This design comes from an exercise in tuning for small area, a short achievable clock period and few clock cycles on the open sky130 flow, not from production work.
Function was checked by simulation only, so behaviour that the tests miss may differ from the original.

### run.sh
#!/bin/bash
# synth_recipe.tcl (not shown) runs the flow's synth.tcl, then flattens the netlist and writes it again
# the make line also repeats each setting of config.mk as NAME=value (left out here)
make -C /OpenROAD-flow-scripts/flow DESIGN_CONFIG=/design/flow/config.mk WORK_HOME=/design/flow/orfs CLKGATE_MAP_FILE= SYNTH_SCRIPT=/design/flow/synth_recipe.tcl finish
### design.v
module rfdc_core (
    input  wire        clk,
    input  wire        rst,
    input  wire        req_valid,
    input  wire        req_write,
    input  wire [5:0]  req_addr,
    input  wire [31:0] req_wdata,
    output wire        rsp_valid,
    output wire [31:0] rsp_rdata
);
    localparam [7:0] OP_NOP    = 8'h00, OP_GETBIT = 8'h10, OP_SETBIT = 8'h11,
                     OP_FILL   = 8'h12, OP_REVB   = 8'h13, OP_SETLEN = 8'h14,
                     OP_RDBYTE = 8'h15, OP_WRBYTE = 8'h16, OP_MATCH  = 8'h20,
                     OP_SEEK   = 8'h21, OP_LCDEC  = 8'h30, OP_DMDEC  = 8'h40,
                     OP_CRC8   = 8'h50;
    localparam [4:0] S_IDLE = 5'd0,  S_MCMP = 5'd1,  S_SEEK = 5'd2,  S_LC   = 5'd3,
                     S_LCR  = 5'd4,  S_DM   = 5'd5,  S_DQL  = 5'd6,  S_CRC  = 5'd7,
                     S_FDBL = 5'd8,  S_REVA = 5'd9,  S_REVB = 5'd10, S_FA1  = 5'd11,
                     S_FW1  = 5'd12, S_FWN  = 5'd13, S_DQ0  = 5'd14, S_LCW  = 5'd15,
                     S_SMP  = 5'd16, S_INIT = 5'd17;
    integer i;
    reg [31:0] arg0, arg1, arg2, arg3;
    reg [8:0]  res_lo;           
    reg        res_hi;
    reg [2:0]  err;              
    reg        fault;
    reg        dmprev;
    reg [31:0] patbits [0:7];
    reg [5:0]  patlen  [0:7];
    reg [8:0]  nb0;
    reg [7:0]  nb1, nb2, nb3;
    reg [639:0] mem;             
    reg        rsp_v_q;
    reg [31:0] rsp_d_q;
    reg [17:0] rq;               
    reg [4:0]  st;
    reg [9:0]  cur;              
    reg [9:0]  cnt;              
    reg [10:0] drem;             
    reg [2:0]  dq_word;          
    reg        lvl;              
    reg [63:0] W;                
    reg [31:0] DQ;               
    reg [7:0]  crc;
    assign rsp_valid = rsp_v_q;
    assign rsp_rdata = rsp_d_q;
    function gtc;
        input [5:0] v;
        input integer c;
        integer b;
        reg eq;
        begin
            gtc = 1'b0;
            eq  = 1'b1;
            for (b = 5; b >= 0; b = b - 1) begin
                if (((c >> b) & 1) == 0) gtc = gtc | (eq & v[b]);
                eq = eq & (v[b] == (((c >> b) & 1) == 1));
            end
        end
    endfunction
    function [31:0] thermo;
        input [5:0] l;
        integer k;
        for (k = 0; k < 32; k = k + 1) thermo[k] = gtc(l, k);
    endfunction
    function [7:0] rev8;
        input [7:0] v;
        integer k;
        for (k = 0; k < 8; k = k + 1) rev8[k] = v[7-k];
    endfunction
    function [31:0] byterev;
        input [31:0] v;
        byterev = {v[7:0], v[15:8], v[23:16], v[31:24]};
    endfunction
    function legal_w;
        input [31:0] w;
        case (w[7:0])
            OP_NOP:                                 legal_w = (w[31:8] == 24'd0);
            OP_GETBIT, OP_SETBIT, OP_REVB, OP_SETLEN,
            OP_RDBYTE, OP_WRBYTE, OP_CRC8:          legal_w = (w[31:10] == 22'd0);
            OP_FILL, OP_MATCH, OP_SEEK:             legal_w = (w[31:15] == 17'd0) && (w[11:10] == 2'd0);
            OP_LCDEC:                               legal_w = (w[31:18] == 14'd0);
            OP_DMDEC:                               legal_w = (w[31:12] == 20'd0);
            default:                                legal_w = 1'b0;
        endcase
    endfunction
    function [8:0] nbsel;
        input [1:0] b;
        input [8:0] n0;
        input [7:0] n1, n2, n3;
        case (b)
            2'd0:    nbsel = n0;
            2'd1:    nbsel = {1'b0, n1};
            2'd2:    nbsel = {1'b0, n2};
            default: nbsel = {1'b0, n3};
        endcase
    endfunction
    wire       idle  = (st == S_IDLE);
    wire       hv    = req_valid & idle;
    wire       hcmd  = hv & req_write & (req_addr == 6'd0);
    wire [7:0] iop   = req_wdata[7:0];
    wire [1:0] iba   = req_wdata[9:8];
    wire [2:0] ipa   = req_wdata[14:12];
    wire       ilegal = legal_w(req_wdata);
    wire       iba0  = (iba == 2'd0);
    wire [7:0] op  = rq[7:0];
    wire [1:0] cba = rq[9:8];
    wire [1:0] cbb = rq[11:10];
    wire [2:0] cpa = rq[14:12];
    wire [2:0] cpb = rq[17:15];
    reg        is_seek, is_lc, is_crc, is_fill, is_revb, is_rdbyte, is_getbit, is_setbit;
    reg [2:0]  sel_pb;
    always @(posedge clk)
        if (hcmd) begin
            is_seek   <= (iop == OP_SEEK);
            is_lc     <= (iop == OP_LCDEC);
            is_crc    <= (iop == OP_CRC8);
            is_fill   <= (iop == OP_FILL);
            is_revb   <= (iop == OP_REVB);
            is_rdbyte <= (iop == OP_RDBYTE);
            is_getbit <= (iop == OP_GETBIT);
            is_setbit <= (iop == OP_SETBIT);
            sel_pb    <= (iop == OP_SEEK) ? ipa : req_wdata[17:15];
        end
    wire       ba0     = (cba == 2'd0);
    wire a0_lt32  = (arg0[31:5] == 27'd0);
    wire a0_lt16  = a0_lt32 & ~arg0[4];
    wire a0_lt512 = (arg0[31:9] == 23'd0);
    wire a0_lt256 = a0_lt512 & ~arg0[8];
    wire a0_lt128 = a0_lt256 & ~arg0[7];
    wire a0_is256 = a0_lt512 & arg0[8] & (arg0[7:0] == 8'd0);
    wire a0_is128 = a0_lt256 & arg0[7] & (arg0[6:0] == 7'd0);
    wire a0_zero  = a0_lt128 & (arg0[6:0] == 7'd0);
    wire ibit_ok  = iba0 ? a0_lt256 : a0_lt128;                   
    wire ibyte_ok = iba0 ? a0_lt32  : a0_lt16;                    
    wire ilen_ok  = iba0 ? (a0_lt256 | a0_is256) : (a0_lt128 | a0_is128);
    wire [9:0] cur0 = a0_lt512 ? {1'b0, arg0[8:0]} : 10'd511;
    wire cbit_ok  = (cba == 2'd0) ? a0_lt256 : a0_lt128;
    wire cbyte_ok = (cba == 2'd0) ? a0_lt32  : a0_lt16;
    wire a1_le32  = (arg1[31:6] == 26'd0) & ~(arg1[5] & (arg1[4:0] != 5'd0));
    wire a0_le32  = (arg0[31:6] == 26'd0) & ~(arg0[5] & (arg0[4:0] != 5'd0));
    wire [6:0] crc_end = {1'b0, arg0[5:0]} + {1'b0, arg1[5:0]};
    wire icrc_ok  = a0_le32 & a1_le32 & (crc_end <= (iba0 ? 7'd32 : 7'd16));
    wire a1_zero  = (arg1 == 32'd0);
    wire [2:0]  psel  = req_write ? ipa : req_addr[3:1];
    wire [31:0] ipA   = patbits[psel];
    wire [5:0]  ilA   = patlen[psel];
    wire       ifill0 = (ilA == 6'd0) | a0_zero;                  
    wire igo_long = ilegal & ((iop == OP_FILL & ~ifill0) | (iop == OP_REVB) | (iop == OP_MATCH) |
                              (iop == OP_SEEK) | (iop == OP_LCDEC) | (iop == OP_DMDEC) |
                              (iop == OP_CRC8 & icrc_ok & ~a1_zero) | (iop == OP_GETBIT) |
                              (iop == OP_SETBIT) | (iop == OP_RDBYTE));
    wire [31:0] pA = patbits[cpa];
    wire [5:0]  lA = patlen[cpa];
    wire [31:0] pB = patbits[sel_pb];
    wire [5:0]  lB = patlen[sel_pb];
    wire [8:0]  nb_src  = nbsel(cba, nb0, nb1, nb2, nb3);
    wire [8:0]  cap_dst = (cbb == 2'd0) ? 9'd256 : 9'd128;
    reg [1:0] rd_buf;
    reg [2:0] rd_word;
    wire [2:0] revn = ba0 ? 3'd7 : 3'd3;    
    always @(*) begin
        rd_buf  = cba;
        rd_word = cur[7:5] + 3'd1;
        case (st)
            S_IDLE: begin
                rd_buf  = iba;
                rd_word = arg0[7:5];
            end
            S_SMP:  rd_word = is_rdbyte ? arg0[4:2] : arg0[7:5];
            S_INIT: rd_word = is_crc ? arg0[4:2] : 3'd0;
            S_LCR:  rd_word = cur[7:5];
            S_DQL, S_DQ0: begin rd_buf = cbb; rd_word = cnt[7:5]; end
            S_FA1, S_FW1, S_FWN: rd_word = cnt[7:5];
            S_REVA: rd_word = revn - cnt[2:0];
            S_REVB: rd_word = cnt[2:0] + 3'd1;
            default: ;
        endcase
    end
    wire [2:0] ev_j = rd_word + 3'd1;
    reg [31:0] ev_b [0:3];
    reg [31:0] od_b [0:3];
    always @(*) begin
        case (ev_j[2:1])
            2'd0:    ev_b[0] = mem[32*0 +: 32];
            2'd1:    ev_b[0] = mem[32*2 +: 32];
            2'd2:    ev_b[0] = mem[32*4 +: 32];
            default: ev_b[0] = mem[32*6 +: 32];
        endcase
        case (rd_word[2:1])
            2'd0:    od_b[0] = mem[32*1 +: 32];
            2'd1:    od_b[0] = mem[32*3 +: 32];
            2'd2:    od_b[0] = mem[32*5 +: 32];
            default: od_b[0] = mem[32*7 +: 32];
        endcase
        for (i = 1; i < 4; i = i + 1) begin
            ev_b[i] = ev_j[1]    ? mem[32*(4*i+6) +: 32] : mem[32*(4*i+4) +: 32];
            od_b[i] = rd_word[1] ? mem[32*(4*i+7) +: 32] : mem[32*(4*i+5) +: 32];
        end
    end
    wire [31:0] ev_w  = ev_b[rd_buf];
    wire [31:0] od_w  = od_b[rd_buf];
    wire [31:0] rd_lo = rd_word[0] ? od_w : ev_w;
    wire [31:0] rd_hi = rd_word[0] ? ev_w : od_w;
    wire [63:0] wsh = W >> cur[4:0];
    wire [32:0] A   = wsh[32:0];
    wire [31:0] winB = is_seek ? A[32:1] : A[31:0];
    wire eqA = (((A[31:0] ^ pA) & thermo(lA)) == 32'd0);
    wire eqB = (((winB    ^ pB) & thermo(lB)) == 32'd0);
    wire d_pos  = ~drem[10];
    wire d_big  = d_pos & (drem[9:6] != 4'd0);
    wire rngA = d_big | (d_pos & (drem[5:0] >= lA));
    wire rngB = d_big | (d_pos & (is_seek ? (drem[5:0] > lB) : (drem[5:0] >= lB)));
    wire mA = eqA & rngA;
    wire mB = eqB & rngB;
    wire a1_big = (arg1[31:10] != 22'd0);
    wire kv0 = (cnt != 10'd0);
    wire kv1 = (cnt[9:1] != 9'd0);
    wire sv0 = kv0 & rngA;
    wire sv1 = kv1 & rngB;
    wire lc_full = (cnt[8:0] == cap_dst);
    wire lc_slow = (cba == cbb) & ((lA == 6'd0) | (lB == 6'd0));
    wire [9:0] curA = cur + {4'd0, lA};
    wire [9:0] curB = cur + {4'd0, lB};
    wire [10:0] dremA = drem - {5'd0, lA};
    wire [10:0] dremB = drem - {5'd0, lB};
    wire [9:0]  lc_cur  = (curA & {10{mA}}) | (curB & {10{~mA}});
    wire [10:0] lc_dist = (dremA & {11{mA}}) | (dremB & {11{~mA}});
    wire crossA = ({1'b0, cur[4:0]} + lA) >= 6'd32;
    wire crossB = ({1'b0, cur[4:0]} + lB) >= 6'd32;
    wire lc_emit = ~lc_full & (mA | mB);
    wire dm_stop = lc_full | ~(d_big | (d_pos & (drem[5:1] != 5'd0))) | (A[0] == lvl);
    wire dm_two  = ~dm_stop & (cnt[8:0] + 9'd1 != cap_dst) & (d_big | (d_pos & (drem[5:2] != 4'd0)))
                 & (A[2] != A[1]) & (cnt[4:0] != 5'd31);
    wire [9:0] dm_cur = cur + (dm_two ? 10'd4 : 10'd2);
    wire [9:0] dm_cnt = cnt + (dm_two ? 10'd2 : 10'd1);
    wire [7:0] crc_byte = W[8*cur[4:3] +: 8];
    reg  [7:0] crc_nx;
    reg        fb;
    always @(*) begin
        crc_nx = crc;
        for (i = 0; i < 8; i = i + 1) begin
            fb     = crc_nx[7] ^ crc_byte[i];
            crc_nx = {crc_nx[6:0], 1'b0} ^ (fb ? arg3[7:0] : 8'd0);
        end
    end
    wire [8:0]  fill_m   = (ba0 ? a0_lt256 : a0_lt128) ? arg0[8:0] : (ba0 ? 9'd256 : 9'd128);
    wire [31:0] fill_x0  = pA & thermo(lA);
    wire [4:0]  fill_o0  = 5'd0 - lA[4:0];                   
    wire [4:0]  fill_od  = {cur[3:0], 1'b0};                 
    wire [31:0] fill_xd  = W[63:32] | A[31:0];
    wire [9:0]  fill_rem = drem[9:0];                        
    wire        fill_last = (fill_rem[9:6] == 4'd0) & ~(fill_rem[5] & (fill_rem[4:0] != 5'd0));
    wire [31:0] fill_new = (st == S_FA1) ? W[31:0] : A[31:0];
    wire [31:0] fill_msk = fill_last ? thermo(fill_rem[5:0]) : 32'hFFFF_FFFF;
    wire [31:0] fill_wd  = (fill_new & fill_msk) | (rd_lo & ~fill_msk);
    reg         ins_en;
    reg         ins_v;
    always @(*) begin
        ins_en = 1'b0;
        ins_v  = 1'b0;
        case (st)
            S_LC: begin ins_en = lc_emit;  ins_v = ~mA; end
            S_DM: begin ins_en = ~dm_stop; ins_v = (A[0] == A[1]); end
            default: ;
        endcase
    end
    reg  [31:0] set_word;
    always @(*) begin
        set_word = rd_lo;
        set_word[arg0[4:0]] = arg1[0];
    end
    wire        ins_two  = (st == S_DM) & dm_two;
    reg  [31:0] ins_word;
    always @(*) begin
        ins_word = DQ;
        if (ins_en)  ins_word[cnt[4:0]] = ins_v;
        if (ins_two) ins_word[cnt[4:0] + 5'd1] = (A[2] == A[3]);
    end
    reg        wr_en;
    reg [1:0]  wr_buf;
    reg [2:0]  wr_word;
    reg [3:0]  wr_be;
    reg [31:0] wr_d;
    always @(*) begin
        wr_en   = 1'b0;
        wr_buf  = cba;
        wr_word = cnt[7:5];
        wr_be   = 4'hF;
        wr_d    = set_word;
        case (st)
            S_IDLE: begin
                wr_en   = hcmd & ilegal & (iop == OP_WRBYTE) & ibyte_ok;
                wr_buf  = iba;
                wr_word = arg0[4:2];
                wr_be   = 4'b0001 << arg0[1:0];
                wr_d    = {4{rev8(arg1[7:0])}};
            end
            S_SMP: begin
                wr_en   = is_setbit & cbit_ok;
                wr_word = arg0[7:5];
            end
            S_LC, S_DM, S_DQL, S_LCW, S_LCR: begin
                wr_en   = ~lc_full | (st == S_DQL);
                wr_buf  = cbb;
                wr_word = dq_word;
                wr_d    = DQ;
            end
            S_FA1, S_FW1, S_FWN: begin
                wr_en = 1'b1;
                wr_d  = fill_wd;
            end
            S_REVA: begin
                wr_en   = 1'b1;
                wr_word = cnt[2:0];
                wr_d    = byterev(rd_lo);
            end
            S_REVB: begin
                wr_en   = 1'b1;
                wr_word = revn - cnt[2:0];
                wr_d    = byterev(W[31:0]);
            end
            default: ;
        endcase
    end
    wire [31:0] wr_dr = wr_d & {32{~rst}};
    wire [31:0] id_r  = req_wdata & {32{~rst}};
    wire [5:0]  wlen  = (req_wdata[31:6] != 26'd0 || (req_wdata[5] && req_wdata[4:0] != 5'd0))
                        ? 6'd32 : req_wdata[5:0];
    wire [5:0]  wlen_r = wlen & {6{~rst}};
    wire        hwr   = hv & req_write;
    genvar gw, gb, gp;
    generate
        for (gw = 0; gw < 20; gw = gw + 1) begin : g_word
            localparam integer BUFI = (gw < 8) ? 0 : (gw < 12) ? 1 : (gw < 16) ? 2 : 3;
            localparam integer WI   = (gw < 8) ? gw : (gw - 8) % 4;
            wire wsel = wr_en & (wr_buf == BUFI) & (wr_word == WI);
            for (gb = 0; gb < 4; gb = gb + 1) begin : g_byte
                wire we = (wsel & wr_be[gb]) | rst;
                always @(posedge clk)
                    if (we) mem[32*gw + 8*gb +: 8] <= wr_dr[8*gb +: 8];
            end
        end
        for (gp = 0; gp < 8; gp = gp + 1) begin : g_pat
            always @(posedge clk) begin
                if (rst | (hwr & (req_addr == 6'h10 + 2*gp))) patbits[gp] <= id_r;
                if (rst | (hwr & (req_addr == 6'h11 + 2*gp))) patlen[gp]  <= wlen_r;
            end
        end
    endgenerate
    always @(posedge clk) begin
        if (rst | (hwr & (req_addr == 6'h04))) arg0 <= id_r;
        if (rst | (hwr & (req_addr == 6'h05))) arg1 <= id_r;
        if (rst | (hwr & (req_addr == 6'h06))) arg2 <= id_r;
        if (rst | (hwr & (req_addr == 6'h07))) arg3 <= id_r;
        if (hcmd) rq <= req_wdata[17:0];
    end
    reg [31:0] host_rdata;
    always @(*) begin
        host_rdata = 32'd0;
        case (req_addr)
            6'h01: host_rdata = {23'd0, fault, 5'd0, err};
            6'h02: host_rdata = {{23{res_hi}}, res_lo};
            6'h04: host_rdata = arg0;
            6'h05: host_rdata = arg1;
            6'h06: host_rdata = arg2;
            6'h07: host_rdata = arg3;
            6'h08: host_rdata = {31'd0, dmprev};
            6'h10, 6'h12, 6'h14, 6'h16, 6'h18, 6'h1A, 6'h1C, 6'h1E:
                   host_rdata = ipA;
            6'h11, 6'h13, 6'h15, 6'h17, 6'h19, 6'h1B, 6'h1D, 6'h1F:
                   host_rdata = {26'd0, ilA};
            6'h20: host_rdata = {23'd0, nb0};
            6'h21: host_rdata = {24'd0, nb1};
            6'h22: host_rdata = {24'd0, nb2};
            6'h23: host_rdata = {24'd0, nb3};
            6'h24: host_rdata = 32'd32;
            6'h25, 6'h26, 6'h27: host_rdata = 32'd16;
            default: host_rdata = 32'd0;
        endcase
    end
    always @(posedge clk) rsp_d_q <= host_rdata;
    always @(posedge clk) begin
        if (rst) begin
            res_lo  <= 9'd0;
            res_hi  <= 1'b0;
            err     <= 3'd0;
            fault   <= 1'b0;
            dmprev  <= 1'b0;
            nb0 <= 9'd0; nb1 <= 8'd0; nb2 <= 8'd0; nb3 <= 8'd0;
            st      <= S_IDLE;
            rsp_v_q <= 1'b0;
        end else begin
            rsp_v_q <= 1'b0;
            case (st)
                S_IDLE: if (hv) begin
                    rsp_v_q <= ~(hcmd & igo_long);
                    if (hwr & (req_addr == 6'h08)) dmprev <= req_wdata[0];
                    if (hcmd) begin
                        if (!ilegal) begin
                            err   <= 3'd4;
                            fault <= 1'b1;
                        end else begin
                            case (iop)
                                OP_NOP: err <= 3'd0;
                                OP_GETBIT, OP_SETBIT, OP_RDBYTE: st <= S_SMP;
                                OP_WRBYTE: begin
                                    if (ibyte_ok) err <= 3'd0;
                                    else begin err <= 3'd1; fault <= 1'b1; end
                                end
                                OP_SETLEN: begin
                                    if (ilen_ok) begin
                                        case (iba)
                                            2'd0: nb0 <= arg0[8:0];
                                            2'd1: nb1 <= arg0[7:0];
                                            2'd2: nb2 <= arg0[7:0];
                                            default: nb3 <= arg0[7:0];
                                        endcase
                                        err <= 3'd0;
                                    end else begin
                                        err <= 3'd1; fault <= 1'b1;
                                    end
                                end
                                OP_FILL: begin
                                    if (ifill0) begin
                                        res_lo <= 9'd0; res_hi <= 1'b0; err <= 3'd0;
                                    end else begin
                                        st <= S_INIT;
                                    end
                                end
                                OP_REVB:  st <= S_INIT;
                                OP_MATCH: st <= S_MCMP;
                                OP_SEEK:  st <= S_SEEK;
                                OP_LCDEC: st <= S_DQ0;
                                OP_DMDEC: st <= S_DQ0;
                                OP_CRC8: begin
                                    if (!icrc_ok) begin
                                        err <= 3'd1; fault <= 1'b1;
                                    end else if (a1_zero) begin
                                        res_lo <= {1'b0, arg2[7:0]}; res_hi <= 1'b0; err <= 3'd0;
                                    end else begin
                                        st <= S_INIT;
                                    end
                                end
                                default: ;
                            endcase
                        end
                    end
                end
                S_SMP: begin
                    if (is_rdbyte ? cbyte_ok : cbit_ok) begin
                        if (is_getbit) begin
                            res_lo <= {8'd0, rd_lo[arg0[4:0]]};
                            res_hi <= 1'b0;
                        end
                        if (is_rdbyte) begin
                            res_lo <= {1'b0, rev8(rd_lo[8*arg0[1:0] +: 8])};
                            res_hi <= 1'b0;
                        end
                        err <= 3'd0;
                    end else begin
                        err <= 3'd1; fault <= 1'b1;
                    end
                    st <= S_IDLE; rsp_v_q <= 1'b1;
                end
                S_INIT: st <= is_crc ? S_CRC : is_revb ? S_REVA :
                              (lA == 6'd32) ? S_FA1 : S_FDBL;
                S_MCMP: begin
                    res_lo <= {8'd0, mA};
                    res_hi <= 1'b0;
                    err    <= 3'd0;
                    st     <= S_IDLE;
                    rsp_v_q <= 1'b1;
                end
                S_SEEK: begin
                    if (sv0 & eqA) begin
                        res_lo <= cur[8:0]; res_hi <= 1'b0; err <= 3'd0;
                        st <= S_IDLE; rsp_v_q <= 1'b1;
                    end else if (sv1 & eqB) begin
                        res_lo <= cur[8:0] + 9'd1; res_hi <= 1'b0; err <= 3'd0;
                        st <= S_IDLE; rsp_v_q <= 1'b1;
                    end else if (!sv1) begin
                        res_lo <= 9'h1FF; res_hi <= 1'b1; err <= 3'd2;
                        st <= S_IDLE; rsp_v_q <= 1'b1;
                    end
                end
                S_LC: begin
                    if (lc_emit) begin
                        if (lc_slow) st <= S_LCW;
                        else if (cnt[4:0] == 5'd31) st <= S_DQL;
                    end else begin
                        case (cbb)
                            2'd0: nb0 <= cnt[8:0];
                            2'd1: nb1 <= cnt[7:0];
                            2'd2: nb2 <= cnt[7:0];
                            default: nb3 <= cnt[7:0];
                        endcase
                        res_lo <= cnt[8:0]; res_hi <= 1'b0; err <= 3'd0;
                        st <= S_IDLE; rsp_v_q <= 1'b1;
                    end
                end
                S_LCW: st <= S_LCR;
                S_LCR: st <= (cnt[4:0] == 5'd0) ? S_DQL : S_LC;
                S_DM: begin
                    if (!dm_stop) begin
                        if (dm_cnt[4:0] == 5'd0) st <= S_DQL;
                    end else begin
                        case (cbb)
                            2'd0: nb0 <= cnt[8:0];
                            2'd1: nb1 <= cnt[7:0];
                            2'd2: nb2 <= cnt[7:0];
                            default: nb3 <= cnt[7:0];
                        endcase
                        res_lo <= cnt[8:0]; res_hi <= 1'b0; err <= 3'd0;
                        dmprev <= lvl;
                        st <= S_IDLE; rsp_v_q <= 1'b1;
                    end
                end
                S_DQL, S_DQ0: st <= is_lc ? S_LC : S_DM;
                S_FDBL: if (cur[4:0] <= 5'd16) st <= S_FA1;
                S_FA1, S_FW1, S_FWN: begin
                    if (fill_last) begin
                        res_lo <= fill_m; res_hi <= 1'b0; err <= 3'd0;
                        st <= S_IDLE; rsp_v_q <= 1'b1;
                    end else begin
                        st <= (st == S_FA1) ? S_FW1 : S_FWN;
                    end
                end
                S_CRC: begin
                    if (cnt[5:0] == 6'd1) begin
                        res_lo <= {1'b0, crc_nx}; res_hi <= 1'b0; err <= 3'd0;
                        st <= S_IDLE; rsp_v_q <= 1'b1;
                    end
                end
                S_REVA: st <= S_REVB;
                S_REVB: begin
                    if (cnt[2:0] == {1'b0, revn[2:1]}) begin
                        err <= 3'd0;
                        st <= S_IDLE; rsp_v_q <= 1'b1;
                    end else begin
                        st <= S_REVA;
                    end
                end
                default: st <= S_IDLE;
            endcase
        end
    end
    always @(posedge clk) begin
        case (st)
            S_IDLE: begin
                cur <= cur0;
                cnt <= (iop == OP_SEEK) ? (a1_big ? 10'h3FF : arg1[9:0]) : 10'd0;
                drem <= {2'b0, nbsel(iba, nb0, nb1, nb2, nb3)} - {1'b0, cur0};
                lvl <= dmprev;
                W   <= {rd_hi, rd_lo};
            end
            S_INIT: begin
                cur  <= is_crc ? {2'b0, arg0[4:0], 3'b000} : {5'd0, fill_o0};
                cnt  <= is_crc ? {4'b0, arg1[5:0]} : 10'd0;
                drem <= {2'b0, fill_m};
                crc <= arg2[7:0];
                if (is_fill)
                    W <= (lA == 6'd32) ? {32'd0, pA} : {fill_x0, 32'd0};
                else
                    W <= {rd_hi, rd_lo};
            end
            S_SEEK: begin
                cur  <= cur + 10'd2;
                cnt  <= cnt - 10'd2;
                drem <= drem - 11'd2;
                if (cur[4:1] == 4'hF) W <= {rd_hi, rd_lo};
            end
            S_LC: begin
                if (lc_emit) begin
                    cur  <= lc_cur;
                    drem <= lc_dist;
                    cnt  <= cnt + 10'd1;
                    if (mA ? crossA : crossB) W <= {rd_hi, rd_lo};
                end
                DQ <= ins_word;
            end
            S_LCR: W <= {rd_hi, rd_lo};
            S_DM: begin
                if (!dm_stop) begin
                    cur  <= dm_cur;
                    drem <= drem - (dm_two ? 11'd4 : 11'd2);
                    cnt  <= dm_cnt;
                    lvl <= dm_two ? A[3] : A[1];
                    if (dm_cur[9:5] != cur[9:5]) W <= {rd_hi, rd_lo};
                end
                DQ <= ins_word;
            end
            S_DQL, S_DQ0: begin
                DQ      <= rd_lo;
                dq_word <= cnt[7:5];
            end
            S_FDBL: begin
                if (cur[4:0] >= 5'd16) cur[4:0] <= fill_od;
                W <= (cur[4:0] > 5'd16) ? {fill_xd, 32'd0} : {32'd0, fill_xd};
            end
            S_FA1: begin
                drem <= drem - 11'd32;
                cnt <= cnt + 10'd32;
                W[63:32] <= A[31:0];
            end
            S_FW1: begin
                drem <= drem - 11'd32;
                cnt <= cnt + 10'd32;
                cur[4:0] <= {cur[3:0], 1'b0};
                W[63:32] <= A[31:0];
            end
            S_FWN: begin
                drem <= drem - 11'd32;
                cnt <= cnt + 10'd32;
                W <= {A[31:0], W[63:32]};
            end
            S_CRC: begin
                crc <= crc_nx;
                cur <= cur + 10'd8;
                cnt <= cnt - 10'd1;
                if (cur[4:3] == 2'd3) W <= {rd_hi, rd_lo};
            end
            S_REVB: begin
                cnt <= cnt + 10'd1;
                W[31:0] <= rd_lo;
            end
            default: ;
        endcase
    end
endmodule
### config.mk
export PLATFORM = sky130hd
export DESIGN_NAME = rfdc_core
export DESIGN_NICKNAME = rfdc_core
export VERILOG_FILES = /design/flow/design.v
export SDC_FILE = /design/flow/constraint.sdc
export NUM_CORES = 4
export LEC_CHECK = 0
export CAP_MARGIN = 20
export CORE_MARGIN = 2
export CORE_UTILIZATION = 25
export PLACE_DENSITY = 0.45
export SETUP_SLACK_MARGIN = 5.0
export SLEW_MARGIN = 20
export TNS_END_PERCENT = 20
### constraint.sdc
create_clock -name core_clock -period 10.0 [get_ports {clk}]
set_input_delay 2.0000 -clock core_clock [delete_from_list [all_inputs] [get_ports {clk}]]
set_output_delay 2.0000 -clock core_clock [all_outputs]
set_load 0.01 [all_outputs]
==> impl_metrics.csv, run 1 <==
group,metric,value,unit
sta,slew_headroom,14.08,%
setup_path,arrival,6.21,ns
sta,clock_skew,0.06116,ns
setup_path,critPathTopFamily,"compound AO/OA/AOI/OAI gates",
floorplan,design.core.area,308600,µm²
sta,finalSetupTns,0,ns
final_layout,fin_util,32.57,%
cts,numCtsBuffers,159,
grt,overflow,0,
sta,min_period,5.711,ns
grt,grt_max_degree,82,
grt,grt_pass1_wl,572.9,mm
sta,fin_crit_sh,57.11,%
final_layout,layout.cells.non_filler,12000,
synth,syn_inst,7167,
grt,track_usage,25.67,%
detailed_routing,drt_iter0_markers,11930,
synth,synth_area_per_cell,10.82,µm²
cts,insertion_delay,0.87,ns
sta,rsz0062_at_grt,"yes",
grt,antenna_found_initial,19,
floorplan,die_x,560.8,µm
final_layout,layout-drive-gt1-share,26.59,%
cts,cts_tree,"yes",
detailed_routing,ant_nets,0,
detailed_routing,drc_errors,0,
synth,ys_warn_count,5,
status,status,"no timing/DRC/antenna violations",
placement,dpl_cell_area,85070,µm²
detailed_routing,via_per_inst,6.030,
sta,finalHoldWorstSlack,0.4934,ns
floorplan,initial_utilization,25.12,%
placement,dp_hpwl,283.1,mm
cts,cts_max_level,4,
detailed_routing,wl_per_cell,35.41,µm
floorplan,die_area,314500,µm²
worst_hold_path,min_path_type,"flip-flop to flip-flop",
placement,place.gp.congestion,1.026,
cts,cts_root_buf,"clkbuf_16",
floorplan,rows,204,
flow_run,drv_cap,0,
cts,cts.clk_slew.worst_paths,0.06,ns
cts,cts_buffer_depth,4,
synth,syn-num-nets,7302,
setup_path,endpoint_kind,"flip-flop",
setup_path,cp_max_fo,21,
placement,post-place-cells,11180,
placement,pre_cts_ws,1.922,ns
sta,worst_slew_pin_slew,1.289,ns
sta,setup_viol,0,
final_layout,final_nets,7887,
grt,grt_pass1_vias,67170,
detailed_routing,via_count,72380,
synth,synth_ff_type,"edfxtp_1",
final_layout,fillers,30980,
sta,fin_ws,4.289,ns
floorplan,die-height,560.8,µm
detailed_routing,dr.pass1.iters,10,
detailed_routing,wl,425.1,mm
sta,slew_viol_final,0,
placement,port_buffers,74,
cts,cts_sinks,1314,
setup_path,cp-start-kind,"flip-flop",
synth,ys_ff_latch,1314,
synth,synth_edf_count,1228,
setup_path,crit_buf_inv,6,
floorplan,pin_count,75,
sta,finalHoldViolCount,0,
final_layout,fin_area,100500,µm²
setup_path,required,10.50,ns
sta,fmax,175.1,MHz
cts,holdBufCountCts,0,
final_layout,syn_to_final_growth,29.66,%
synth,yosysSeqAreaShare,49.79,%
synth,synth_cell_types,111,
setup_path,cp_slowest_cell,"nor3_4",
setup_path,max_stage_delay,0.78,ns
setup_path,crit_type,"flip-flop to flip-flop",
synth,synth_area,77520,µm²
synth,synthArstFlopShare,0,%
setup_path,critical_path.cell_chain,"buf_6, or4_4, a21oi_1, a22oi_1, o221ai_1, a211oi_4, buf_8, inv_2, ha_4, buf_12, buf_4, buf_16, mux2i_1, a21oi_1, o221ai_2, a22o_2, nand3_1, nand3_1, o211ai_1, a21oi_2, nor3_4",
per-layer routing:
metal / track usage [%] / up-vias / part of all wire, %
met5: 0 / - / 0.016
met4: 12.50 / 10 / 6.2
met3: 6.448 / 1155 / 11
met2: 38.54 / 5126 / 43
met1: 34.30 / 36760 / 40
li1: - / 29330 / -
registers in the layout, indices dropped and copies added, names as in the netlist, 32 cells and up:
| name | flops |
|---|---|
| DQ | 32 |
| W | 64 |
| arg0 | 32 |
| arg1 | 32 |
| arg2 | 32 |
| arg3 | 32 |
| mem | 640 |
| patbits | 256 |
| patlen | 48 |
| rsp_d_q | 32 |
cells in the final DEF (no fill, tap or decap), types with 120 or more instances in the layout:
cell type / n
buf_6: 120
o21ai_0: 302
clkbuf_16: 175
a21oi_1: 344
nor2_1: 494
a221oi_1: 146
buf_4: 588
mux4_2: 160
edfxtp_1: 1228
nand2_1: 772
mux2i_1: 300
nand3_1: 152
cell usage after synthesis, types with 53 or more instances:
master	n	share of area (%)
edfxtp_1	1228	48
nand2_1	816	4.0
nor2_1	547	2.6
clkbuf_1	410	2.0
a21oi_1	403	2.6
o21ai_0	383	2.5
mux2i_1	330	4.3
a221oi_1	180	2.0
nand3_1	164	1.1
mux4_2	159	4.6
nor3_1	140	0.90
mux2_2	128	1.9
xnor2_1	117	1.3
nor2b_1	115	0.93
inv_1	111	0.54
o221ai_1	110	1.2
o22ai_1	97	0.78
dfxtp_1	86	2.2
a31oi_1	84	0.68
a22oi_1	83	0.80
ha_1	83	1.3
buf_1	78	0.38
a311oi_1	72	0.81
xor2_1	72	0.81
o31ai_1	71	0.69
a211oi_1	69	0.67
o211ai_1	66	0.64
and3_1	65	0.52
a21o_1	63	0.61
nor4_1	53	0.43
timing repair:
action	4_1_cts	5_1_grt
pin swaps	134	146
setup buffers	301	150
endpoints found under the setup margin	1656	1516
cloned	62	12
gates resized for setup	594	478
endpoints found under the hold margin	0	0
worst register-to-register path: stages, from the launching register on:
cell and delay [ns]:
dfxtp_2 0.48, buf_6 0.27, or4_4 0.27, a21oi_1 0.08
a22oi_1 0.21, o221ai_1 0.21, a211oi_4 0.38, buf_8 0.28
inv_2 0.11, ha_4 0.30, buf_12 0.16, buf_4 0.14
buf_16 0.15, mux2i_1 0.13, a21oi_1 0.30, o221ai_2 0.20
a22o_2 0.42, nand3_1 0.13, nand3_1 0.08, o211ai_1 0.17
a21oi_2 0.10, nor3_4 0.78
worst paths after layout:
kind	from	end	slack, ns	depth (start not counted)
worst max-delay path	st[2]	mem[612]	4.29	21
worst min-delay path	fault	fault	0.49	2
worst max register to register	st[2]	mem[612]	4.29	21
worst min register to register	fault	fault	0.49	2
cell families after synthesis:
group / count (synthesis) / synth area share (%)
xor+xnor: 197 / 2.368
compound gates: 2076 / 18.67
mux: 626 / 11.03
simple gates: 2185 / 13.00
fa+ha+maj: 96 / 1.637
flops: 1314 / 49.79
buf+inv: 673 / 3.514
cell type report:
type                    count  area, µm²  area share, %
diodes                     13      32.53        0.03236
clock buffers             203       4343          4.321
clock inverters            76      808.3         0.8041
inverters                 125      551.8         0.5490
multi-input cells        5212      41130          40.92
flip-flops and latches   1314      38610          38.42
well taps                4120       5155          5.129
repair buffers            938       9847          9.796
repair inverters            2      32.53        0.03236
Testbench counts, summed over its fixed seeds: cycles 18,583.
==> run 2: changes to the inputs <==
--- a/design.v
+++ b/design.v
@@ -17,7 +17,7 @@
                      S_LCR  = 5'd4,  S_DM   = 5'd5,  S_DQL  = 5'd6,  S_CRC  = 5'd7,
                      S_FDBL = 5'd8,  S_REVA = 5'd9,  S_REVB = 5'd10, S_FA1  = 5'd11,
                      S_FW1  = 5'd12, S_FWN  = 5'd13, S_DQ0  = 5'd14, S_LCW  = 5'd15,
-                     S_SMP  = 5'd16, S_INIT = 5'd17;
+                     S_SMP  = 5'd16, S_INIT = 5'd17, S_PRD  = 5'd18;
     integer i;
     reg [31:0] arg0, arg1, arg2, arg3;
     reg [8:0]  res_lo;           
@@ -142,14 +142,13 @@
     wire [6:0] crc_end = {1'b0, arg0[5:0]} + {1'b0, arg1[5:0]};
     wire icrc_ok  = a0_le32 & a1_le32 & (crc_end <= (iba0 ? 7'd32 : 7'd16));
     wire a1_zero  = (arg1 == 32'd0);
-    wire [2:0]  psel  = req_write ? ipa : req_addr[3:1];
-    wire [31:0] ipA   = patbits[psel];
-    wire [5:0]  ilA   = patlen[psel];
+    wire [5:0]  ilA   = patlen[ipa];
+    wire        hprd  = hv & ~req_write & (req_addr[5:4] == 2'b01);
+    reg         prd_len;
     wire       ifill0 = (ilA == 6'd0) | a0_zero;                  
     wire igo_long = ilegal & ((iop == OP_FILL & ~ifill0) | (iop == OP_REVB) | (iop == OP_MATCH) |
                               (iop == OP_SEEK) | (iop == OP_LCDEC) | (iop == OP_DMDEC) |
-                              (iop == OP_CRC8 & icrc_ok & ~a1_zero) | (iop == OP_GETBIT) |
-                              (iop == OP_SETBIT) | (iop == OP_RDBYTE));
+                              (iop == OP_CRC8 & icrc_ok & ~a1_zero) | (iop == OP_SETBIT));
     wire [31:0] pA = patbits[cpa];
     wire [5:0]  lA = patlen[cpa];
     wire [31:0] pB = patbits[sel_pb];
@@ -165,7 +164,7 @@
         case (st)
             S_IDLE: begin
                 rd_buf  = iba;
-                rd_word = arg0[7:5];
+                rd_word = req_wdata[2] ? arg0[4:2] : arg0[7:5];
             end
             S_SMP:  rd_word = is_rdbyte ? arg0[4:2] : arg0[7:5];
             S_INIT: rd_word = is_crc ? arg0[4:2] : 3'd0;
@@ -354,6 +353,10 @@
         if (rst | (hwr & (req_addr == 6'h06))) arg2 <= id_r;
         if (rst | (hwr & (req_addr == 6'h07))) arg3 <= id_r;
         if (hcmd) rq <= req_wdata[17:0];
+        else if (hprd) begin
+            rq[14:12] <= req_addr[3:1];
+            prd_len   <= req_addr[0];
+        end
     end
     reg [31:0] host_rdata;
     always @(*) begin
@@ -366,10 +369,6 @@
             6'h06: host_rdata = arg2;
             6'h07: host_rdata = arg3;
             6'h08: host_rdata = {31'd0, dmprev};
-            6'h10, 6'h12, 6'h14, 6'h16, 6'h18, 6'h1A, 6'h1C, 6'h1E:
-                   host_rdata = ipA;
-            6'h11, 6'h13, 6'h15, 6'h17, 6'h19, 6'h1B, 6'h1D, 6'h1F:
-                   host_rdata = {26'd0, ilA};
             6'h20: host_rdata = {23'd0, nb0};
             6'h21: host_rdata = {24'd0, nb1};
             6'h22: host_rdata = {24'd0, nb2};
@@ -379,7 +378,19 @@
             default: host_rdata = 32'd0;
         endcase
     end
-    always @(posedge clk) rsp_d_q <= host_rdata;
+    reg         sh_v;
+    wire        sh_ok  = is_rdbyte ? cbyte_ok : cbit_ok;
+    wire [8:0]  sh_res = is_getbit ? {8'd0, W[arg0[4:0]]} : {1'b0, rev8(W[8*arg0[1:0] +: 8])};
+    always @(posedge clk) begin
+        if (st == S_PRD)
+            rsp_d_q <= prd_len ? {26'd0, lA} : pA;
+        else if (sh_v & (req_addr == 6'h01))
+            rsp_d_q <= {23'd0, fault | ~sh_ok, 5'd0, sh_ok ? 3'd0 : 3'd1};
+        else if (sh_v & (req_addr == 6'h02))
+            rsp_d_q <= sh_ok ? {23'd0, sh_res} : {{23{res_hi}}, res_lo};
+        else
+            rsp_d_q <= host_rdata;
+    end
     always @(posedge clk) begin
         if (rst) begin
             res_lo  <= 9'd0;
@@ -390,11 +401,21 @@
             nb0 <= 9'd0; nb1 <= 8'd0; nb2 <= 8'd0; nb3 <= 8'd0;
             st      <= S_IDLE;
             rsp_v_q <= 1'b0;
+            sh_v    <= 1'b0;
         end else begin
             rsp_v_q <= 1'b0;
+            sh_v    <= hcmd & ilegal & ((iop == OP_GETBIT) | (iop == OP_RDBYTE));
+            if (sh_v) begin
+                if (sh_ok) begin
+                    res_lo <= sh_res; res_hi <= 1'b0; err <= 3'd0;
+                end else begin
+                    err <= 3'd1; fault <= 1'b1;
+                end
+            end
             case (st)
                 S_IDLE: if (hv) begin
-                    rsp_v_q <= ~(hcmd & igo_long);
+                    rsp_v_q <= ~(hcmd & igo_long) & ~hprd;
+                    if (hprd) st <= S_PRD;
                     if (hwr & (req_addr == 6'h08)) dmprev <= req_wdata[0];
                     if (hcmd) begin
                         if (!ilegal) begin
@@ -403,7 +424,7 @@
                         end else begin
                             case (iop)
                                 OP_NOP: err <= 3'd0;
-                                OP_GETBIT, OP_SETBIT, OP_RDBYTE: st <= S_SMP;
+                                OP_SETBIT: st <= S_SMP;
                                 OP_WRBYTE: begin
                                     if (ibyte_ok) err <= 3'd0;
                                     else begin err <= 3'd1; fault <= 1'b1; end
@@ -465,6 +486,9 @@
                 end
                 S_INIT: st <= is_crc ? S_CRC : is_revb ? S_REVA :
                               (lA == 6'd32) ? S_FA1 : S_FDBL;
+                S_PRD: begin
+                    st <= S_IDLE; rsp_v_q <= 1'b1;
+                end
                 S_MCMP: begin
                     res_lo <= {8'd0, mA};
                     res_hi <= 1'b0;
--- a/config.mk
+++ b/config.mk
@@ -7,8 +7,8 @@
 export LEC_CHECK = 0
 export CAP_MARGIN = 20
 export CORE_MARGIN = 2
-export CORE_UTILIZATION = 25
-export PLACE_DENSITY = 0.45
+export CORE_UTILIZATION = 40
+export PLACE_DENSITY = 0.6
 export SETUP_SLACK_MARGIN = 5.0
 export SLEW_MARGIN = 20
 export TNS_END_PERCENT = 20
==> run 2 against run 1 <==
Cell count is 16% lower. Register-to-register slack better by 0.03 ns. Sequential cell count is 2 higher. Routed wire length is 8.5% lower. Non-clock buffer count is 54 lower. Setup slack worse by 0.046 ns. Die area is 37% lower. Utilization is 17 points higher. Synthesized area hardly changed.
==> impl_metrics.csv, run 2 <==
group,metric,value,unit
cts,cts_tree,"yes",
grt,antenna_found_initial,40,
placement,port_buffers,74,
grt,grt-busiest-layer,"met2",
final_layout,reg_top3,"mem: 640 flops, patbits: 256 flops, W: 64 flops",
flow_run,drv_cap,0,
placement,dp_hpwl,257.6,mm
grt,overflow,0,
cts,cts_buffer_depth,3,
cts,cts_root_buf,"clkbuf_16",
synth,yosys-top-cells-count,"1,229 x edfxtp_1, 587 x nand2_1, 525 x nor2_1",
setup_path,rrSetupSlack,4.32,ns
synth,yosysSeqAreaShare,49.88,%
final_layout,syn_to_final_growth,24.35,%
synth,yosysMostFrequentCell,"edfxtp_1",
final_layout,largest_register_ffs,640,
setup_path,cp_slowest_cell,"a221oi_4",
floorplan,die_x,444.1,µm
final_layout,final_common_cell,"edfxtp_1",
sta,fmax,173.7,MHz
grt,track_usage,37.43,%
setup_path,endpoint,"mem[484]",
setup_path,crit_path_frequent_cell,"buf_12",
sta,finalSetupTns,0,ns
synth,synth.top_cell.area_share,47.63,%
setup_path,critPathTopFamily,"compound AO/OA/AOI/OAI gates",
floorplan,rows,161,
detailed_routing,dr.pass1.iters,14,
final_layout,fillers,16930,
synth,synth_ff_type,"edfxtp_1",
setup_path,cp_max_fo,6,
synth,ys_ff_latch,1316,
setup_path,endpoint_kind,"flip-flop",
synth,synth_top_area_cell,"edfxtp_1",
cts,cts.clk_slew.worst_paths,0.06,ns
detailed_routing,wl_per_cell,38.42,µm
floorplan,die-height,444.1,µm
sta,rsz0062_at_grt,"yes",
sta,finalHoldViolCount,0,
cts,numCtsBuffers,145,
setup_path,reg2reg_depth,23,
placement,pre_cts_ws,1.099,ns
detailed_routing,ant_nets,0,
detailed_routing,drt_iter0_markers,12670,
final_layout,final_nets,7599,
placement,place.gp.congestion,1.082,
cts,holdBufCountCts,0,
final_layout,regMostFlops,"mem",
grt,use_met1,48.31,%
setup_path,cp-startpoint,"req_wdata[2]",
sta,fin_crit_sh,57.57,%
cts,cts_sinks,1316,
floorplan,die_area,197200,µm²
cts,cts_max_level,4,
final_layout,layout-drive-gt1-share,26.33,%
setup_path,critical_path.cell_chain,"buf_12, mux2i_4, o32ai_4, a22o_1, o31ai_4, clkinv_2, ha_4, or4_4, nand4_1, buf_12, buf_8, buf_12, buf_12, mux4_2, a211oi_2, nor2_1, o22ai_2, buf_6, o22ai_1, nand2_1, a221oi_4, buf_4",
sta,slew_viol_final,0,
status,status,"no timing/DRC/antenna violations",
synth,syn_inst,6945,
synth,syn-num-nets,7081,
setup_path,r2r-start,"st[1]",
detailed_routing,via_count,72260,
cts,insertion_delay,0.87,ns
grt,grt_max_degree,59,
floorplan,pin_count,75,
synth,synth_edf_count,1229,
sta,setup_viol,0,
detailed_routing,via_per_inst,7.139,
floorplan,design.core.area,192600,µm²
setup_path,cp.depth,22,
worst_hold_path,min_path_cells,2,
setup_path,max_stage_delay,0.72,ns
setup_path,crit_type,"input port to flip-flop",
detailed_routing,wl,388.9,mm
final_layout,layout_common_cells,"1,229 x edfxtp_1, 559 x buf_4, 550 x nand2_1",
grt,grt_pass1_wl,522.6,mm
synth,synth_area_leaders,"edfxtp_1 48%, mux4_2 5.8%, mux2i_1 4.2%",
grt,met3_usage,13.76,%
detailed_routing,drc_errors,0,
synth,ys_warn_count,5,
sta,slew_headroom,14.37,%
setup_path,cp-start-kind,"input port",
sta,fin_ws,4.243,ns
sta,min_period,5.757,ns
setup_path,arrival,6.46,ns
grt,grt_pass1_vias,65230,
synth,synth_area,77480,µm²
setup_path,reg2reg_to,"mem[484]",
worst_hold_path,min_path_type,"flip-flop to flip-flop",
synth,synth_cell_types,109,
synth,synthArstFlopShare,0,%
synth,synth_area_per_cell,11.16,µm²
floorplan,initial_utilization,40.23,%
setup_path,required,10.71,ns
setup_path,crit_buf_inv,8,
sta,worst_slew_pin_slew,1.277,ns
sta,clock_skew,0.08302,ns
final_layout,fin_util,50.03,%
grt,use_met2,53.60,%
==> run 2: routing by layer <==
metal | wire [µm] | share of wire (%) | vias up
met1 | 141200 | 36 | 35850
met4 | 31640 | 8.1 | 50
li1 | - | - | 28510
met3 | 56530 | 15 | 1663
met2 | 159200 | 41 | 6187
met5 | 331 | 0.085 | -
==> run 2: cells by family after synthesis <==
logic type,count (synthesis),synth area share [%]
flip-flops,1316,49.88
AND/OR/NAND/NOR,1880,11.38
XOR/XNOR,195,2.222
AO/OA/AOI/OAI,2136,19.13
adder cells (fa/ha/maj),94,1.615
multiplexers,667,12.19
buffers and inverters,657,3.590
==> run 2: per-stage QoR <==
step	hold slack, ns	cell area, µm²	std cells
global route	0.5007	96310	10110
finish	0.4862	96350	10120
floorplan	0.4448	77930	6945
CTS	0.4845	92740	9894
global placement	0.4616	82490	9372
detailed placement	0.4791	82560	9378
==> run 2: how the worst min path moves through the flow <==
stage | from | to
after global routing | dmprev | dmprev
final | dmprev | dmprev
after global placement | dmprev | dmprev
after floorplan | dmprev | dmprev
after CTS | dmprev | dmprev
after detailed placement | dmprev | dmprev
==> run 2: layout make-up <==
cell class	count	area, µm²	share of cell area, %
repair inverters	1	8.758	0.009090
diodes	18	45.04	0.04675
inverters	124	544.3	0.5649
multi-input cells	4991	40030	41.54
flip-flops and latches	1316	38650	40.11
well taps	2526	3161	3.280
repair buffers	884	9107	9.452
clock inverters	82	944.7	0.9804
clock buffers	180	3862	4.009
==> run 2: timing repair <==
action,CTS,global route
gates resized for setup,585,383
pin swaps,114,117
endpoints found under the hold margin,0,0
cloned,46,27
endpoints found under the setup margin,1584,1550
setup buffers,208,181
==> run 2: worst register-to-register path, stage by stage, from the launching register on <==
cell      delay (ns)
dfxtp_2         0.56
buf_6           0.32
inv_1           0.14
o311a_1         0.44
and2_1          0.22
o41ai_4         0.35
buf_6           0.19
inv_6           0.10
ha_4            0.20
or4_4           0.40
nand4_1         0.16
buf_12          0.18
buf_8           0.13
buf_12          0.12
buf_12          0.10
mux4_2          0.21
a211oi_2        0.08
nor2_1          0.15
o22ai_2         0.10
buf_6           0.18
o22ai_1         0.16
nand2_1         0.12
a221oi_4        0.72
buf_4           0.27
Testbench counts of run 2, summed over its fixed seeds: cycles 17,920.
==> run 3: changes to the inputs <==
--- a/design.v
+++ b/design.v
@@ -17,7 +17,8 @@
                      S_LCR  = 5'd4,  S_DM   = 5'd5,  S_DQL  = 5'd6,  S_CRC  = 5'd7,
                      S_FDBL = 5'd8,  S_REVA = 5'd9,  S_REVB = 5'd10, S_FA1  = 5'd11,
                      S_FW1  = 5'd12, S_FWN  = 5'd13, S_DQ0  = 5'd14, S_LCW  = 5'd15,
-                     S_SMP  = 5'd16, S_INIT = 5'd17, S_PRD  = 5'd18;
+                     S_SMP  = 5'd16, S_INIT = 5'd17, S_PRD  = 5'd18, S_SMW  = 5'd19,
+                     S_REVC = 5'd20;
     integer i;
     reg [31:0] arg0, arg1, arg2, arg3;
     reg [8:0]  res_lo;           
@@ -149,10 +150,13 @@
     wire igo_long = ilegal & ((iop == OP_FILL & ~ifill0) | (iop == OP_REVB) | (iop == OP_MATCH) |
                               (iop == OP_SEEK) | (iop == OP_LCDEC) | (iop == OP_DMDEC) |
                               (iop == OP_CRC8 & icrc_ok & ~a1_zero) | (iop == OP_SETBIT));
-    wire [31:0] pA = patbits[cpa];
-    wire [5:0]  lA = patlen[cpa];
-    wire [31:0] pB = patbits[sel_pb];
-    wire [5:0]  lB = patlen[sel_pb];
+    reg  [31:0] pbr;
+    reg  [5:0]  lbr;
+    wire [2:0]  psel_a = (st == S_DQ0) ? cpb : cpa;
+    wire [31:0] pA = patbits[psel_a];
+    wire [5:0]  lA = patlen[psel_a];
+    wire [31:0] pB = is_seek ? pA : pbr;
+    wire [5:0]  lB = is_seek ? lA : lbr;
     wire [8:0]  nb_src  = nbsel(cba, nb0, nb1, nb2, nb3);
     wire [8:0]  cap_dst = (cbb == 2'd0) ? 9'd256 : 9'd128;
     reg [1:0] rd_buf;
@@ -166,13 +170,13 @@
                 rd_buf  = iba;
                 rd_word = req_wdata[2] ? arg0[4:2] : arg0[7:5];
             end
-            S_SMP:  rd_word = is_rdbyte ? arg0[4:2] : arg0[7:5];
-            S_INIT: rd_word = is_crc ? arg0[4:2] : 3'd0;
+            S_SMP:  rd_word = arg0[7:5];
+            S_INIT, S_FDBL: rd_word = is_crc ? arg0[4:2] : 3'd0;
             S_LCR:  rd_word = cur[7:5];
             S_DQL, S_DQ0: begin rd_buf = cbb; rd_word = cnt[7:5]; end
-            S_FA1, S_FW1, S_FWN: rd_word = cnt[7:5];
+            S_FA1, S_FW1, S_FWN: rd_word = cnt[7:5] + 3'd1;
             S_REVA: rd_word = revn - cnt[2:0];
-            S_REVB: rd_word = cnt[2:0] + 3'd1;
+            S_REVC: rd_word = cnt[2:0] + 3'd1;
             default: ;
         endcase
     end
@@ -252,7 +256,7 @@
     wire        fill_last = (fill_rem[9:6] == 4'd0) & ~(fill_rem[5] & (fill_rem[4:0] != 5'd0));
     wire [31:0] fill_new = (st == S_FA1) ? W[31:0] : A[31:0];
     wire [31:0] fill_msk = fill_last ? thermo(fill_rem[5:0]) : 32'hFFFF_FFFF;
-    wire [31:0] fill_wd  = (fill_new & fill_msk) | (rd_lo & ~fill_msk);
+    wire [31:0] fill_wd  = (fill_new & fill_msk) | (DQ & ~fill_msk);    
     reg         ins_en;
     reg         ins_v;
     always @(*) begin
@@ -266,7 +270,7 @@
     end
     reg  [31:0] set_word;
     always @(*) begin
-        set_word = rd_lo;
+        set_word = DQ;
         set_word[arg0[4:0]] = arg1[0];
     end
     wire        ins_two  = (st == S_DM) & dm_two;
@@ -295,8 +299,8 @@
                 wr_be   = 4'b0001 << arg0[1:0];
                 wr_d    = {4{rev8(arg1[7:0])}};
             end
-            S_SMP: begin
-                wr_en   = is_setbit & cbit_ok;
+            S_SMW: begin
+                wr_en   = cbit_ok;
                 wr_word = arg0[7:5];
             end
             S_LC, S_DM, S_DQL, S_LCW, S_LCR: begin
@@ -309,12 +313,12 @@
                 wr_en = 1'b1;
                 wr_d  = fill_wd;
             end
-            S_REVA: begin
+            S_REVB: begin
                 wr_en   = 1'b1;
                 wr_word = cnt[2:0];
-                wr_d    = byterev(rd_lo);
+                wr_d    = byterev(DQ);
             end
-            S_REVB: begin
+            S_REVC: begin
                 wr_en   = 1'b1;
                 wr_word = revn - cnt[2:0];
                 wr_d    = byterev(W[31:0]);
@@ -468,20 +472,10 @@
                         end
                     end
                 end
-                S_SMP: begin
-                    if (is_rdbyte ? cbyte_ok : cbit_ok) begin
-                        if (is_getbit) begin
-                            res_lo <= {8'd0, rd_lo[arg0[4:0]]};
-                            res_hi <= 1'b0;
-                        end
-                        if (is_rdbyte) begin
-                            res_lo <= {1'b0, rev8(rd_lo[8*arg0[1:0] +: 8])};
-                            res_hi <= 1'b0;
-                        end
-                        err <= 3'd0;
-                    end else begin
-                        err <= 3'd1; fault <= 1'b1;
-                    end
+                S_SMP: st <= S_SMW;
+                S_SMW: begin
+                    if (cbit_ok) err <= 3'd0;
+                    else begin err <= 3'd1; fault <= 1'b1; end
                     st <= S_IDLE; rsp_v_q <= 1'b1;
                 end
                 S_INIT: st <= is_crc ? S_CRC : is_revb ? S_REVA :
@@ -557,7 +551,8 @@
                     end
                 end
                 S_REVA: st <= S_REVB;
-                S_REVB: begin
+                S_REVB: st <= S_REVC;
+                S_REVC: begin
                     if (cnt[2:0] == {1'b0, revn[2:1]}) begin
                         err <= 3'd0;
                         st <= S_IDLE; rsp_v_q <= 1'b1;
@@ -578,7 +573,9 @@
                 lvl <= dmprev;
                 W   <= {rd_hi, rd_lo};
             end
+            S_SMP, S_REVA: DQ <= rd_lo;
             S_INIT: begin
+                DQ   <= rd_lo;
                 cur  <= is_crc ? {2'b0, arg0[4:0], 3'b000} : {5'd0, fill_o0};
                 cnt  <= is_crc ? {4'b0, arg1[5:0]} : 10'd0;
                 drem <= {2'b0, fill_m};
@@ -615,25 +612,33 @@
                 DQ <= ins_word;
             end
             S_DQL, S_DQ0: begin
+                if (st == S_DQ0) begin
+                    pbr <= pA;
+                    lbr <= lA;
+                end
                 DQ      <= rd_lo;
                 dq_word <= cnt[7:5];
             end
             S_FDBL: begin
+                DQ <= rd_lo;
                 if (cur[4:0] >= 5'd16) cur[4:0] <= fill_od;
                 W <= (cur[4:0] > 5'd16) ? {fill_xd, 32'd0} : {32'd0, fill_xd};
             end
             S_FA1: begin
+                DQ <= rd_lo;
                 drem <= drem - 11'd32;
                 cnt <= cnt + 10'd32;
                 W[63:32] <= A[31:0];
             end
             S_FW1: begin
+                DQ <= rd_lo;
                 drem <= drem - 11'd32;
                 cnt <= cnt + 10'd32;
                 cur[4:0] <= {cur[3:0], 1'b0};
                 W[63:32] <= A[31:0];
             end
             S_FWN: begin
+                DQ <= rd_lo;
                 drem <= drem - 11'd32;
                 cnt <= cnt + 10'd32;
                 W <= {A[31:0], W[63:32]};
@@ -644,7 +649,7 @@
                 cnt <= cnt - 10'd1;
                 if (cur[4:3] == 2'd3) W <= {rd_hi, rd_lo};
             end
-            S_REVB: begin
+            S_REVC: begin
                 cnt <= cnt + 10'd1;
                 W[31:0] <= rd_lo;
             end
--- a/config.mk
+++ b/config.mk
@@ -7,8 +7,8 @@
 export LEC_CHECK = 0
 export CAP_MARGIN = 20
 export CORE_MARGIN = 2
-export CORE_UTILIZATION = 40
-export PLACE_DENSITY = 0.6
+export CORE_UTILIZATION = 35
+export PLACE_DENSITY = 0.55
 export SETUP_SLACK_MARGIN = 5.0
 export SLEW_MARGIN = 20
 export TNS_END_PERCENT = 20
==> run 3 against run 2 <==
Still clean on timing, DRC and antenna. Hold slack better by 0.029 ns. Register-to-register slack got worse by 0.11 ns. Routed wire length fell by 7.6%. Via count decreased by 8.1%. Clock skew rose by 0.013 ns. Sequential share of layout area is 1.6 points higher. Critical path type is now flip-flop to flip-flop.
==> impl_metrics.csv, run 3 <==
group,metric,value,unit
status,status,"no timing/DRC/antenna violations",
floorplan,die_area,218800,µm²
detailed_routing,met1_length,143.9,mm
final_layout,layout_common_cells,"1,266 x edfxtp_1, 620 x nand2_1, 558 x buf_4",
worst_hold_path,min_from,"res_hi",
cts,insertion_delay,0.87,ns
floorplan,die_x,467.7,µm
grt,grt_max_degree,108,
detailed_routing,drc_errors,0,
detailed_routing,via_per_inst,6.543,
synth,yosysMostFrequentCell,"edfxtp_1",
sta,worst_slew_pin_slew,1.262,ns
setup_path,required,10.59,ns
synth,synth_area_leaders,"edfxtp_1 51%, mux4_2 5.6%, nand2_1 3.2%",
grt,grt_pass1_wl,490.6,mm
floorplan,rows,170,
cts,numCtsBuffers,152,
worst_hold_path,min_path_type,"flip-flop to flip-flop",
cts,cts_buffer_depth,3,
sta,fmax,172.7,MHz
floorplan,initial_utilization,35.14,%
cts,cts_max_level,4,
synth,yosys-top-cells-count,"1,266 x edfxtp_1, 651 x nand2_1, 519 x nor2_1",
synth,syn-num-nets,6805,
synth,ys_warn_count,5,
detailed_routing,ant_nets,0,
grt,track_usage,31.55,%
cts,cts_tree,"yes",
sta,slew_headroom,14.77,%
final_layout,final_nets,7317,
setup_path,cp-start-kind,"flip-flop",
sta,slew_viol_final,0,
placement,port_buffers,74,
synth,synth.top_cell.area_share,50.51,%
setup_path,critPathTopFamily,"compound AO/OA/AOI/OAI gates",
final_layout,reg_top3,"mem: 640 flops, patbits: 256 flops, W: 64 flops",
detailed_routing,met3_length,50.77,mm
synth,synth_area_per_cell,11.29,µm²
detailed_routing,via_count,66420,
cts,cts_sinks,1353,
worst_hold_path,min_path_cells,2,
final_layout,layout-drive-gt1-share,26.80,%
detailed_routing,drt_iter0_markers,11140,
grt,grt_pass1_vias,61610,
floorplan,die-height,467.7,µm
detailed_routing,dr_wl_met2,145.0,mm
sta,rsz0062_at_grt,"yes",
synth,synth_fa_ha_area_share,1.709,%
final_layout,final_common_cell,"edfxtp_1",
synth,ys_ff_latch,1353,
final_layout,syn_to_final_growth,26.65,%
setup_path,max_stage_delay,0.59,ns
final_layout,fin_util,44.51,%
sta,finalSetupTns,0,ns
setup_path,reg2reg_to,"cur[5]",
setup_path,endpoint_kind,"flip-flop",
detailed_routing,wl_per_cell,35.41,µm
synth,synth_top_family_by_area,"compound AO/OA/AOI/OAI gates",
sta,min_period,5.790,ns
detailed_routing,wl,359.5,mm
final_layout,largest_register_ffs,640,
synth,synth_compound_area_share,18.70,%
synth,yosys.area_share.xor_xnor,2.708,%
synth,synth_ff_type,"edfxtp_1",
setup_path,cp_slowest_cell,"a221oi_1",
setup_path,crit_type,"flip-flop to flip-flop",
flow_run,drv_cap,0,
setup_path,rrSetupSlack,4.21,ns
sta,finalHoldViolCount,0,
sta,clock_skew,0.09611,ns
detailed_routing,dr.pass1.iters,10,
setup_path,arrival,6.38,ns
floorplan,design.core.area,214200,µm²
grt,antenna_found_initial,37,
synth,synth_top_area_cell,"edfxtp_1",
detailed_routing,top_layer,"met5",
setup_path,reg2reg_depth,32,
setup_path,crit_path_frequent_cell,"buf_6",
final_layout,regMostFlops,"mem",
worst_hold_path,holdPathEnd,"res_hi",
sta,fin_crit_sh,57.90,%
synth,synth_area,75270,µm²
synth,yosysSeqAreaShare,52.82,%
grt,overflow,0,
cts,cts.clk_slew.worst_paths,0.07,ns
synth,synth-simple-area-share,11.59,%
setup_path,r2r-start,"st[4]",
placement,dp_hpwl,245.6,mm
setup_path,cp_max_fo,8,
placement,place.gp.congestion,1.059,
cts,cts_root_buf,"clkbuf_16",
synth,synth_edf_count,1266,
sta,setup_viol,0,
synth,synth_cell_types,123,
floorplan,pin_count,75,
setup_path,crit_buf_inv,11,
synth,synthMuxAreaShare,9.153,%
synth,syn_inst,6667,
synth,synthArstFlopShare,0,%
run 3: kinds of logic (layout without fill, tap and decap cells):
group / count (synthesis) / after routing
AO/OA/AOI/OAI: 2044 / 2046
other: 0 / 13
flip-flops: 1353 / 1353
multiplexers: 450 / 450
XOR/XNOR: 228 / 228
adder cells (fa/ha/maj): 97 / 97
buffers and inverters: 616 / 1243
AND/OR/NAND/NOR: 1879 / 1884
run 3: stage by stage:
step	cell area [µm²]	hold slack [ns]	instances	setup WS, ns
3_5_place_dp	80630	0.4944	9358	1.554
4_1_cts	92730	0.5037	10000	4.370
2_1_floorplan	76020	0.4536	6667	4.334
3_3_place_gp	80610	0.4821	9357	0.9033
5_1_grt	95300	0.5135	10140	4.158
6_report	95330	0.5147	10150	4.210
run 3: area by class of cell:
type                            count  area (µm²)
Antenna cell                       13       32.53
Clock buffer                      178        3985
Clock inverter                     98        1423
Fill cell                       19500      118900
Inverter                          127       556.8
Multi-Input combinational cell   4705       37470
Sequential cell                  1353       39770
Tap cell                         2838        3551
Timing Repair Buffer              839        8533
Timing Repair inverter              1       5.005
run 3: worst register-to-register path, delay by kind of cell, from the launching register on:
| kind | cells | cell delay, ns |
|---|---|---|
| simple gates | 11 | 1.24 |
| fa+ha+maj | 1 | 0.21 |
| flops | 1 | 0.37 |
| buf+inv | 11 | 1.44 |
| compound gates | 9 | 2.27 |
run 3: repair_timing:
action                                  in CTS  in global routing
endpoints found under the setup margin    1037               1217
hold buffers                                 0                  0
resized for setup                          674                300
buffers inserted                           341                126
pin swaps                                  176                134
gates cloned                                28                  9
run 3: layer usage:
metal	track usage, %	vias to the layer above
met5	0	-
met4	14.75	30
li1	-	27040
met1	43.94	33330
met2	43.31	5052
met3	11.30	974
run 3: how the worst max path moves through the flow:
stage	start	end	slack, ns	cells after the start
6_report	st[4]	cur[5]	4.21	32
5_1_grt	st[3]	drem[8]	4.16	36
4_1_cts	st[4]	W[33]	4.37	29
3_5_place_dp	req_wdata[1]	mem[344]	1.55	15
3_3_place_gp	req_wdata[26]	mem[324]	0.90	12
2_1_floorplan	req_wdata[2]	DQ[3]	4.33	19
Testbench counts of run 3, summed over its fixed seeds: cycles 17,953.

what the ideal ports hide:
No port has a modelled driver above. Below, the same layouts with a new extraction and two added sets of constraints. Step 1, drivers: a clkbuf_16 drives clk and a buf_2 each remaining input, both assumed. Step 2 moves the port delays by t, midway between the first and last clock arrival at a register: inputs arrive t later, outputs are due t later. That takes back most of the time a late clock gives input paths. Three values: ideal ports, drivers, drivers and shift; two values: the first two.
| run | shift t [ns] | setup slack, ns | latest minus earliest clock arrival (ns) |
|---|---|---|---|
| run 1 | 0.934 | 4.289 / 4.289 / 3.541 | 0.061 / 0.061 |
| run 2 | 0.917 | 4.243 / 4.281 / 3.363 | 0.083 / 0.083 |
| run 3 | 0.903 | 4.210 / 4.210 / 3.738 | 0.096 / 0.096 |
After both steps every run listed still meets setup and hold. The setup slack of run 2, which loses most, moves by +0.038 ns with the drivers and by -0.880 ns with both steps.
